Context: an optimization exercise on an open-source flow, tuned for small area. The choices shown serve that exercise and are no tape-out recipe. The RTL was checked by simulation tests, not by an equivalence proof against the original design. Power and IR drop assume default switching activity.

Setup of JK:
// led_can_node
module led_can_node #(
    parameter NUM_LEDS = 16
) (
    input  wire        clk,
    input  wire        rst,
    input  wire        init,
    input  wire [15:0] cfg_period_ticks,
    input  wire [15:0] cfg_one_duty,
    input  wire [15:0] cfg_zero_duty,
    input  wire [15:0] cfg_reset_periods,
    input  wire [7:0]  cfg_node_id,
    input  wire [31:0] now,
    input  wire        periodic,
    input  wire        rx_valid,
    output wire        rx_ready,
    input  wire        rx_ide,
    input  wire        rx_rtr,
    input  wire [28:0] rx_id,
    input  wire [3:0]  rx_dlc,
    input  wire [63:0] rx_data,
    output wire        tx_valid,
    input  wire        tx_ready,
    output wire [28:0] tx_id,
    output wire [15:0] tx_data,
    input  wire [3:0]  gpio_in,
    output reg  [3:0]  gpio_out,
    output wire [1:0]  led_out,
    output wire        fatal
);
    localparam MODE_DISABLED = 2'd0;
    localparam MODE_SOLID    = 2'd1;
    localparam MODE_RAINBOW  = 2'd2;
    localparam S_IDLE   = 4'd0;
  ...
Size in the first run: about 1600 cells after synthesis, roughly 320 flip-flops, ~270 I/O pins.
==> flow/config.mk <==
export PLATFORM = sky130hd
export DESIGN_NAME = led_can_node
export DESIGN_NICKNAME = led_can_node
export VERILOG_FILES = /design/flow/design.v
export SDC_FILE = /design/flow/constraint.sdc
export NUM_CORES = 4
export LEC_CHECK = 0
export CAP_MARGIN = 20
export CORE_MARGIN = 2
export CORE_UTILIZATION = 40
export SLEW_MARGIN = 20
==> flow/constraint.sdc <==
create_clock -name core_clock -period 10.0 [get_ports {clk}]
set_input_delay 2.0000 -clock core_clock [delete_from_list [all_inputs] [get_ports {clk}]]
set_output_delay 2.0000 -clock core_clock [all_outputs]
set_load 0.01 [all_outputs]
standard.sh (not shown) runs the stock make flow with config.mk's settings and CLKGATE_MAP_FILE= SYNTH_SCRIPT=/design/flow/synth_recipe.tcl, a recipe that flattens the netlist after the stock synthesis.
==> flow/flow/run.sh <==
#!/bin/bash
# The standard layout, with the smallest buffer cell on the ports and a
# clock tree of large buffers without dummy loads.
set -euo pipefail
export BUFFER_PORTS_ARGS="-buffer_cell sky130_fd_sc_hd__buf_1"
export CTS_ARGS="-sink_clustering_enable -repair_clock_nets -buf_list sky130_fd_sc_hd__clkbuf_16 -sink_clustering_size 24 -sink_clustering_max_diameter 150 -dont_use_dummy_load"
bash standard.sh > standard.log 2>&1
Input changes introduced in MS (baseline for comparison: JK):
==> flow/flow/run.sh <==
#!/bin/bash
# The standard layout, with the smallest buffer cell on the ports and a
# clock tree without dummy loads.
set -euo pipefail
export BUFFER_PORTS_ARGS="-buffer_cell sky130_fd_sc_hd__buf_1"
export CTS_ARGS="-sink_clustering_enable -repair_clock_nets -buf_list {sky130_fd_sc_hd__clkbuf_4 sky130_fd_sc_hd__clkbuf_8 sky130_fd_sc_hd__clkbuf_16} -sink_clustering_size 24 -sink_clustering_max_diameter 150 -dont_use_dummy_load"
bash standard.sh > standard.log 2>&1
--- outcome ---
MS against JK: number of global-route vias before repair stayed essentially flat; combinational share of power stayed essentially flat. Reported for MS and JK, design area turned out identical to the last digit. Final antenna diode count came out exactly the same in MS and JK.

========
v32:
Another version of the RTL of led_can_node (not shown whole).
For scale: roughly 1,600 cells after synthesis, ~320 flip-flops, about 18,000 µm² of cells after synthesis.
export LEC_CHECK = 0
export CAP_MARGIN = 20
export CORE_MARGIN = 2
export CORE_UTILIZATION = 40
export SLEW_MARGIN = 20
create_clock -name core_clock -period 10.0 [get_ports {clk}]
==> flow/flow/run.sh <==
#!/bin/bash
# The standard layout (the standard.sh), with: the smallest buffer cell on
# the ports, a clock tree of mid-size buffers without dummy loads, and the
# constant outputs tied by one tie cell.
set -euo pipefail
export BUFFER_PORTS_ARGS="-buffer_cell sky130_fd_sc_hd__buf_1"
export CTS_ARGS="-sink_clustering_enable -repair_clock_nets -buf_list {sky130_fd_sc_hd__clkbuf_4} -sink_clustering_size 10 -sink_clustering_max_diameter 80 -dont_use_dummy_load"
export SKIP_REPAIR_TIE_FANOUT=1
bash standard.sh > standard.log 2>&1
v32 finished every stage and its layout cleared the timing, DRC and antenna checks.
What v15 does differently from v32 at the input level:
-- flow/flow/run.sh --
<<< v32, line 7
export CTS_ARGS="-sink_clustering_enable -repair_clock_nets -buf_list {sky130_fd_sc_hd__clkbuf_4} -sink_clustering_size 10 -sink_clustering_max_diameter 80 -dont_use_dummy_load"
>>> v15, line 7
export CTS_ARGS="-sink_clustering_enable -repair_clock_nets -buf_list {sky130_fd_sc_hd__clkbuf_8} -sink_clustering_size 14 -sink_clustering_max_diameter 100 -dont_use_dummy_load"
<<< v32, line 9
>>> v15, line 9
export RECOVER_POWER=100
## What came out
Sort v15 and v32 by clock buffer count desc -> top: v32. Aggregate routed wire length on v15 is ahead of v32. Diff v32 -> v15: clock network area share now larger, overall power of the completed layout now sits higher, clock-pin slew on the worst setup and hold paths dropped 30 ps. Side by side, total global-route track usage turned out lower in v15 than in v32. Total clock network power: v15 vs v32 up about 8%. For routed via count divided by cell count, v32 and v15 come out practically identical. Going from v32 to v15, global-route wire length before repair closely matched the old numbers; relative contribution of combinational cells to total power now smaller; leakage power shows a reduction of 1.6%. The sole clean run among v15 and v32 is v32. Complete run, failing final checks: v15, reason max-capacitance violations, max-slew violations.
Input-level comparison between v25 and v15:
==> flow/flow/run.sh <==
#!/bin/bash
# The standard layout (standard.sh), with:
# - synthesis mapped by abc for area (flow/synth.tcl, flow/area.script);
# - the smallest buffer cell on the ports;
# - a clock tree of mid-size buffers without dummy loads;
# - the constant outputs tied by one tie cell.
# make's output goes to standard.log; ORFS keeps each step's log in orfs/logs.
set -euo pipefail
export BUFFER_PORTS_ARGS="-buffer_cell sky130_fd_sc_hd__buf_1"
export CTS_ARGS="-sink_clustering_enable -repair_clock_nets -buf_list {sky130_fd_sc_hd__clkbuf_8} -sink_clustering_size 16 -sink_clustering_max_diameter 100 -dont_use_dummy_load"
export SKIP_REPAIR_TIE_FANOUT=1
bash standard.sh SYNTH_SCRIPT="$PWD/flow/synth.tcl" finish > standard.log 2>&1
==> flow/flow/area.script (new file) <==
&get -n
&st
&dch -f
&nf -R 1000 -a -p -F 8 -A 4
&put
==> flow/flow/synth.tcl (new file) <==
# The standard synthesis (synth_recipe.tcl in the work folder), with one
# change: abc maps the logic with an area-oriented script (flow/area.script)
# instead of ORFS's delay-oriented one. Registers are mapped before abc, so
# they are the standard synthesis's, by name, count and cell type.
set ::area_script [file join [file dirname [file normalize [info script]]] area.script]
proc abc {args} {
  set i [lsearch -exact $args -script]
  if { $i >= 0 } {
    set args [lreplace $args [expr {$i + 1}] [expr {$i + 1}] $::area_script]
  }
  yosys abc {*}$args
}
source [file join [file dirname [file dirname [file normalize [info script]]]] synth_recipe.tcl]
## What came out
v15 ended up with more cell instances than v25 did.
v25 ran to completion and came out clean on the timing, DRC and antenna checks.
In v15 the implementation ran to completion but is not tape-out ready, as the final checks report max-capacitance violations, max-slew violations.
[v25] height of the die fell 4.1% relative to v15
Row number of buffers created by CTS: v25 lower / v15 higher
### v25 -> v40
==> flow/flow/run.sh <==
#!/bin/bash
# The standard layout, with the smallest buffer cell on the ports and a
# clock tree of mid-size buffers without dummy loads.
set -euo pipefail
export BUFFER_PORTS_ARGS="-buffer_cell sky130_fd_sc_hd__buf_1"
export CTS_ARGS="-sink_clustering_enable -repair_clock_nets -buf_list {sky130_fd_sc_hd__clkbuf_8} -sink_clustering_size 14 -sink_clustering_max_diameter 100 -dont_use_dummy_load"
export SKIP_REPAIR_TIE_FANOUT=1
bash standard.sh > standard.log 2>&1
removed: flow/flow/area.script
removed: flow/flow/synth.tcl
Notes after the runs:
Compared to v25, v40 has CTS buffer count about 8% higher.
On fraction of area in non-clock buffers: between v40 and v25, it ends up lower for v40.
Comparing v40 and v25, the lower area of the mapped netlist was measured on v25.
v25 → v40: final weighted congestion in routability-driven placement fell by 0.025, aggregate routed wire length went up 14%, cell count after placement rose 7.7%.
NOTE: final area in v40 exceeds that of v25
From v25 to v40 the numbers moved as follows: worst setup slack went up, fmax shows an increase of 23 MHz.
Input changes introduced in v18 (baseline for comparison: v40):
==> flow/flow/run.sh <==
#!/bin/bash
# The standard layout (the standard.sh), with: the smallest buffer cell on
# the ports, a clock tree of mid-size buffers without dummy loads, and the
# constant outputs tied by one tie cell; gates sized down before routing.
set -euo pipefail
export BUFFER_PORTS_ARGS="-buffer_cell sky130_fd_sc_hd__buf_1"
export CTS_ARGS="-sink_clustering_enable -repair_clock_nets -buf_list {sky130_fd_sc_hd__clkbuf_8} -sink_clustering_size 16 -sink_clustering_max_diameter 100 -dont_use_dummy_load"
export SKIP_REPAIR_TIE_FANOUT=1
export PRE_GLOBAL_ROUTE_TCL="$PWD/flow/pre_grt.tcl"
bash standard.sh > standard.log 2>&1
==> flow/flow/pre_grt.tcl (new file) <==
# Before global routing: size down gates on paths with slack to spare; the
# repair_design that follows fixes any slew or capacitance this breaks.
set_propagated_clock [all_clocks]
estimate_parasitics -placement
repair_timing -recover_power 100 -verbose
detailed_placement
Findings:
- In v18, non-clock buffer count is higher than in v40.
- v18 vs v40: part of the cycle the worst path needs down
- In terms of end-of-flow core utilization, v18 and v40 differ only marginally.
- Design area: v18 vs v40, no meaningful difference
- v18 ended with more setup slack than v40.
- From v40 to v18 the numbers moved as follows: effective utilization at floorplan essentially unchanged, total power lost 1.5%, via total after detailed routing rose by 71.
Inputs modified between v18 and v57:
Settings: a change of SLEW_MARGIN from 20 to 0; a change of CAP_MARGIN from 20 to 0.
-- flow/flow/run.sh --
<<< v18, line 4
# constant outputs tied by one tie cell; gates sized down before routing.
>>> v57, line 4
# constant outputs tied by one tie cell.
<<< v18, line 9
export PRE_GLOBAL_ROUTE_TCL="$PWD/flow/pre_grt.tcl"
>>> v57, line 9
removed: flow/flow/pre_grt.tcl
[summary]
- Worst hold slack delta (v57 -> v18): insignificant
- Sort v57 and v18 by global routing met3 resource utilization, descending, and v18 comes first.
- The lower count of cells along the worst register-to-register path of v57 and v18 is in v57.
- Sequential fraction of total cell area was lower in the run labelled v18.

afterwards: timing with drivers on the ports:
The flow's constraints put no driver on any port. The routed layouts listed below were extracted and timed again, unchanged, in two steps.
Step 1 sets driving cells, clkbuf_16 on the clock port and buf_2 on the other inputs (assumed; they add their load-dependent delay and slew).
Step 2 adds t to the input delays and takes it off the output delays; t is the mean of the earliest and latest rising clock arrival at the registers after step 1. Input paths then give back, and output paths get back, about the clock's delay inside the block.
a / b / c = no drivers / after step 1 / after step 2; a / b = the first two.
run	t (ns)	slack for setup (ns)	worst register clock-pin slew, ns
JK	0.555	3.493 / 3.493 / 3.217	0.11 / 0.11
MS	0.555	3.493 / 3.493 / 3.217	0.11 / 0.11
v32	0.755	3.149 / 3.149 / 3.037	0.13 / 0.13
v15	0.649	2.265 / 2.265 / 2.265	0.10 / 0.10
v25	0.629	2.053 / 2.053 / 1.560	0.11 / 0.11
v40	0.649	3.262 / 3.262 / 3.119	0.11 / 0.11
v18	0.636	3.330 / 3.330 / 3.155	0.11 / 0.11
v57	0.641	3.313 / 3.313 / 3.139	0.11 / 0.11
The setup slack of v25, which loses most, moves by 0.000 ns with the drivers and by -0.493 ns with both steps.
